This design comes from an exercise in tuning for small area, a short achievable clock period and few clock cycles per item on the open sky130 flow, not from production work. Only simulation tests tie the RTL to the original design; equivalence was not proved.

## alpha
==> flow/design.v (excerpt) <==
module pfe_bld (
    input  wire        clk,
    input  wire        rst,
    input  wire        in_valid,
    output wire        in_ready,
    input  wire [4:0]  in_op,
    input  wire [31:0] in_src,
    input  wire [31:0] in_dst,
    output reg         out_valid,
    input  wire        out_ready,
    output reg  [31:0] out_pix
);
For scale: roughly 9300 cells after synthesis, ~710 flip-flops, roughly 110 I/O pins, about 89000 um^2 of cells after synthesis.
export LEC_CHECK = 0
export CAP_MARGIN = 20
export CORE_MARGIN = 2
export CORE_UTILIZATION = 40
export SLEW_MARGIN = 20
create_clock -name core_clock -period 16.0 [get_ports {clk}]
standard.sh (not shown) runs the stock make flow with config.mk's settings and CLKGATE_MAP_FILE= SYNTH_SCRIPT=/design/flow/synth_recipe.tcl, a recipe that flattens the netlist after the stock synthesis.
==> flow/flow/run.sh <==
#!/bin/bash
set -euo pipefail
bash standard.sh SETUP_SLACK_MARGIN=11 finish > standard.log 2>&1
Every stage of the flow completed for alpha, and the final layout passed the timing, DRC and antenna checks.
Testbench counts of alpha, summed over its fixed seeds: cycles 23,653, items 16,384.
Input-level comparison between beta and alpha:
==> flow/flow/run.sh <==
#!/bin/bash
set -euo pipefail
bash standard.sh SETUP_SLACK_MARGIN=10 finish > standard.log 2>&1
Findings:
The run with more setup slack is alpha; beta has less.
[compare] base=alpha new=beta: number of buffers created by CTS shows a reduction of 2, iteration-0 DRC count of the detailed router shows an increase of 0.93%.
Comparing alpha and beta, the lower total non-filler cell area in the finished layout was measured on beta.
beta: no failed stages, no open violations at the end
In terms of average wire per standard cell, beta and alpha differ only marginally.

* * *

pfe_bld, a different RTL version from the one above (not shown whole).
For scale: roughly 610 flip-flops, roughly 86000 um2 of cells after synthesis.
clock: 16.0 ns
lec_check: 0
cap_margin: 20
core_margin: 2
core_utilization: 60
setup_slack_margin: 5
slew_margin: 20
run.sh (not shown) runs the stock make flow with config.mk's settings and CLKGATE_MAP_FILE= SYNTH_SCRIPT=/design/flow/synth_recipe.tcl, a recipe that flattens the netlist after the stock synthesis.
Stock flow here: none of the scripts above is used.
The baseline produced a clean layout.
Testbench counts at the start, summed over its fixed seeds: cycles 24,846, items 16,384.
Next try:
--- a/flow/config.mk
+++ b/flow/config.mk
@@ -8,5 +8,5 @@
 export CAP_MARGIN = 20
 export CORE_MARGIN = 2
-export CORE_UTILIZATION = 60
+export CORE_UTILIZATION = 40
 export SETUP_SLACK_MARGIN = 5
 export SLEW_MARGIN = 20
Effect:
- The changed run produced a clean layout
- cell area is higher by 1.3%
- critical path depth is lower by 1
- clock-buffer cell count is higher by 2
- first-iteration DRC count is lower by about 3%

* * *

Setup of run A:
pfe_bld, a different RTL version from the one above (not shown whole).
Size in the first run: ~9400 cells after synthesis, ~740 flip-flops, ~110 I/O pins.
==> flow/design.v (excerpt) <==
module pfe_bld (
    input  wire        clk,
    input  wire        rst,
    input  wire        in_valid,
    output wire        in_ready,
    input  wire [4:0]  in_op,
    input  wire [31:0] in_src,
    input  wire [31:0] in_dst,
    output reg         out_valid,
    input  wire        out_ready,
    output reg  [31:0] out_pix
);
    genvar i;
    reg        vi;
    reg [4:0]  opi;
    reg [31:0] srci, dsti;
    reg        v0;
    reg [4:0]  op0;
    reg [31:0] src0, dst0;
    reg        db0;               
    reg        bu0;               
    reg [2:0]  need0;             
    reg        busy0;             
    reg [2:0]  ph;                
    reg [10:0] a1r [0:2];
    reg [2:0]  m1gr;
    reg [9:0]  b2r [0:2];
    reg [2:0]  gr;
    reg [7:0]  den [0:2];
    reg [9:0]  den3 [0:2];
    reg [2:0]  vuse;
    reg        axn0;              
    reg        v1;
    reg        sv;                
    reg        v2;
    wire       fire2 = v2 && !sv;                      
    wire       free1 = !v1 || !v2 || !sv;               
    wire       adv1  = v1 && (!v2 || !sv);              
    wire       ldp   = !v0 || (!busy0 && free1);        
    wire       adv0  = v0 && !busy0 && free1;
    assign in_ready  = !vi || ldp;
    always @(posedge clk) begin
        if (rst) vi <= 1'b0;
        else if (in_ready) vi <= in_valid;
        if (in_ready) begin
            opi  <= in_op;
            srci <= in_src;
            dsti <= in_dst;
        end
    end
    wire [7:0] sa = src0[31:24];
    wire [7:0] da = dst0[31:24];
    wire [10:0] pa1 [0:2];
    wire [9:0]  pb2 [0:2];
    wire [2:0]  pm1g, pg, pneed;
    wire [7:0]  pden [0:2];
    generate
        for (i = 0; i < 3; i = i + 1) begin : g_prep
            pfe_bld_prep u_prep (
                .op(opi), .s(srci[8*i +: 8]), .d(dsti[8*i +: 8]),
                .sa(srci[31:24]), .da(dsti[31:24]),
                .a1(pa1[i]), .m1g(pm1g[i]), .b2(pb2[i]), .g(pg[i]),
  ...
Settings: LEC_CHECK=0, CAP_MARGIN=20, CORE_MARGIN=2, CORE_UTILIZATION=40, SLEW_MARGIN=20; clock period 16.0 ns.
standard.sh (not shown) runs the stock make flow with config.mk's settings and CLKGATE_MAP_FILE= SYNTH_SCRIPT=/design/flow/synth_recipe.tcl, a recipe that flattens the netlist after the stock synthesis.
==> flow/flow/run.sh <==
#!/bin/bash
set -euo pipefail
bash standard.sh SETUP_SLACK_MARGIN=9.5 finish > standard.log 2>&1
Run A | stages: all done | timing, DRC, antenna: all pass
Testbench counts of run A, summed over its fixed seeds: cycles 23,653, items 16,384.
Relative to run A, the following input files were edited for run B:
==> flow/flow/run.sh <==
#!/bin/bash
set -euo pipefail
bash standard.sh SETUP_SLACK_MARGIN=10.25 finish > standard.log 2>&1
Findings:
Run B finished every step from synthesis to the final layout, and the layout passed the timing, DRC and antenna checks. Minimum setup slack in the final design: run B > run A. Aggregate routed wire length was higher in the run labelled run B. Relative to run A, global-route wire length before repair increased by 3.5% in run B. Run B: instance count on the critical path is 1 higher than what run A reported. Changes observed in run B relative to run A: footprint of the flip-flops and latches ~0 delta, length of routed met3 wiring +2300 µm. Sequential cell area share ends up higher on run A. ~same synthesized-area fraction occupied by adder cells in run A and run B. Hold slack is higher on run A.
### run B -> run C
==> flow/flow/run.sh <==
#!/bin/bash
set -euo pipefail
bash standard.sh SETUP_SLACK_MARGIN=10.5 finish > standard.log 2>&1
Results
- Run C: done, clean on timing, DRC and antenna
- Relative to run B, the worst hold slack across all endpoints of run C is higher by 0.090 ns.
- Per the comparison of run C with run B, global placement routability congestion picked up an extra about 1.7%; critical path depth lower.

* * *

Setup of job 1977:
Another version of the RTL of pfe_bld (not shown whole).
Size: roughly 610 flip-flops, roughly 110 I/O pins, roughly 85000 sq um of cells after synthesis.
==> flow/config.mk <==
export PLATFORM = sky130hd
export DESIGN_NAME = pfe_bld
export DESIGN_NICKNAME = pfe_bld
export VERILOG_FILES = /design/flow/design.v
export SDC_FILE = /design/flow/constraint.sdc
export NUM_CORES = 4
export LEC_CHECK = 0
export CAP_MARGIN = 20
export CORE_MARGIN = 2
export CORE_UTILIZATION = 40
export SLEW_MARGIN = 20
==> flow/constraint.sdc <==
create_clock -name core_clock -period 16.0 [get_ports {clk}]
set_input_delay 3.2000 -clock core_clock [delete_from_list [all_inputs] [get_ports {clk}]]
set_output_delay 3.2000 -clock core_clock [all_outputs]
set_load 0.01 [all_outputs]
==> flow/flow/run.sh <==
#!/bin/bash
set -euo pipefail
bash standard.sh SETUP_SLACK_MARGIN=9 finish > standard.log 2>&1
Job 1977 ran to completion and came out clean on the timing, DRC and antenna checks.
Testbench counts of job 1977, summed over its fixed seeds: cycles 24,846, items 16,384.
Input-level comparison between job 6334 and job 1977:
==> flow/flow/run.sh <==
#!/bin/bash
set -euo pipefail
bash standard.sh SETUP_SLACK_MARGIN=9.5 finish > standard.log 2>&1
Notes after the runs:
- Layout checks on job 6334: not met. Flow itself completed; violations: antenna rules.
- Taking job 1977 as the reference, in job 6334 worst setup slack +420 ps; global routing usage on met3 ~0 delta.
- Average wire per cell in the routed design, job 6334 and job 1977: larger value in job 6334
- Job 6334 vs. job 1977: critical path depth shows an increase of 3, transition at the pin with the smallest max-transition slack shows a reduction of 27 ps, number of filler instances in the final layout shows a reduction of 108.
- Compared with job 1977, job 6334 shows first-pass GRT wire length that has gone up slightly.
- Compared to job 1977, the router laid down more metal wire for job 6334.
- From job 1977 to job 6334, sequential cell area did not move at all.
## Diff of input files: job 7226 against job 6334
==> flow/flow/run.sh <==
#!/bin/bash
set -euo pipefail
bash standard.sh SETUP_SLACK_MARGIN=10 finish > standard.log 2>&1
## What came out
Job 7226: no failed stages, no open violations at the end. Going from job 6334 to job 7226, worst endpoint data arrival time now sits lower; worst hold path cell count now sits lower; highest clock rate now sits higher; overall routing resource usage now sits higher.
Changes in job 5115 relative to job 7226:
==> flow/flow/run.sh <==
#!/bin/bash
set -euo pipefail
bash standard.sh SETUP_SLACK_MARGIN=11 finish > standard.log 2>&1
[summary]
Final cell count on job 5115 is up relative to job 7226.
Job 5115 vs job 7226, pre-CTS worst setup slack went up by 190 ps.
As far as synthesized cell count goes, job 7226 and job 5115 are indistinguishable; the numbers are identical.
After detailed routing, job 7226 needs less wire than job 5115.
Delta (job 5115 minus job 7226): final worst setup slack increased 95 ps, number of max-cap violations essentially unchanged, proportion of cell area spent on the clock network decreased 0.27 points.
Input-level comparison between job 326 and job 5115:
- PLACE_DENSITY now 0.7, previously not set
- SETUP_SLACK_MARGIN now 5, previously not set
- CAP_MARGIN now 50, was 20
- SLEW_MARGIN now 50, was 20
==> flow/run.sh (new file) <==
#!/bin/bash
# synth_recipe.tcl (not shown) runs the flow's synth.tcl, then flattens the netlist and writes it again
# the make line also repeats each setting of config.mk as NAME=value (left out here)
make -C /OpenROAD-flow-scripts/flow DESIGN_CONFIG=/design/flow/config.mk WORK_HOME=/design/flow/orfs CLKGATE_MAP_FILE= SYNTH_SCRIPT=/design/flow/synth_recipe.tcl finish
removed: flow/flow/run.sh
removed: flow/standard.sh
==> run summary <==
- Job 326 finished every stage and its layout cleared the timing, DRC and antenna checks.
- Having completed the whole flow, job 5115 delivered a layout that passed the timing, DRC and antenna checks.
- On number of cells in the design after placement, job 5115 tracks job 326 almost exactly.
- Area added between synthesis and finish was higher in the run labelled job 5115.
- In the flow results for job 326 and job 5115, the worst reg-to-reg path cell count is smaller on job 5115.
- Side by side, final design area excluding fillers turned out lower in job 326 than in job 5115.
- Reported for job 326 and job 5115, xor/xnor cell area share of the yosys netlist turned out identical to the last digit.

## what the ideal ports hide
Ports are ideal in the flow. The routed layouts listed here were re-timed in OpenROAD.
Step 1: set_driving_cell puts a clkbuf_16 on clk and a buf_2 on each other input, an assumption about the parent block.
Step 2 moves the port delays by t, midway between the first and last clock arrival at a register: inputs arrive t later, outputs are due t later. That takes back most of the time a late clock gives input paths.
Slacks: no drivers / after step 1 / after step 2; pairs: no drivers / after step 1.
run | shift t [ns] | setup slack, ns | slew at the worst register clock pin (ns) | worst slew at a driven data input, ns
alpha | 0.828 | 9.840 / 9.840 / 9.840 | 0.07 / 0.07 | 0.12
beta | 0.834 | 9.767 / 9.767 / 9.767 | 0.07 / 0.07 | 0.13
the first run of note 2 | 0.772 | 8.945 / 8.945 / 8.945 | 0.07 / 0.07 | 0.10
the second run of note 2 | 0.816 | 8.943 / 8.943 / 8.943 | 0.07 / 0.07 | 0.10
run A | 0.815 | 9.715 / 9.715 / 9.715 | 0.08 / 0.08 | 0.18
run B | 0.824 | 9.911 / 9.911 / 9.911 | 0.07 / 0.07 | 0.16
run C | 0.832 | 10.090 / 10.090 / 10.090 | 0.07 / 0.07 | 0.14
job 1977 | 0.803 | 9.263 / 9.263 / 9.263 | 0.08 / 0.08 | 0.08
job 6334 | 0.804 | 9.680 / 9.680 / 9.680 | 0.07 / 0.07 | 0.08
job 7226 | 0.809 | 9.881 / 9.881 / 9.881 | 0.08 / 0.08 | 0.04
job 5115 | 0.808 | 9.975 / 9.975 / 9.975 | 0.08 / 0.08 | 0.04
job 326 | 0.787 | 9.027 / 9.027 / 9.027 | 0.07 / 0.07 | 0.09
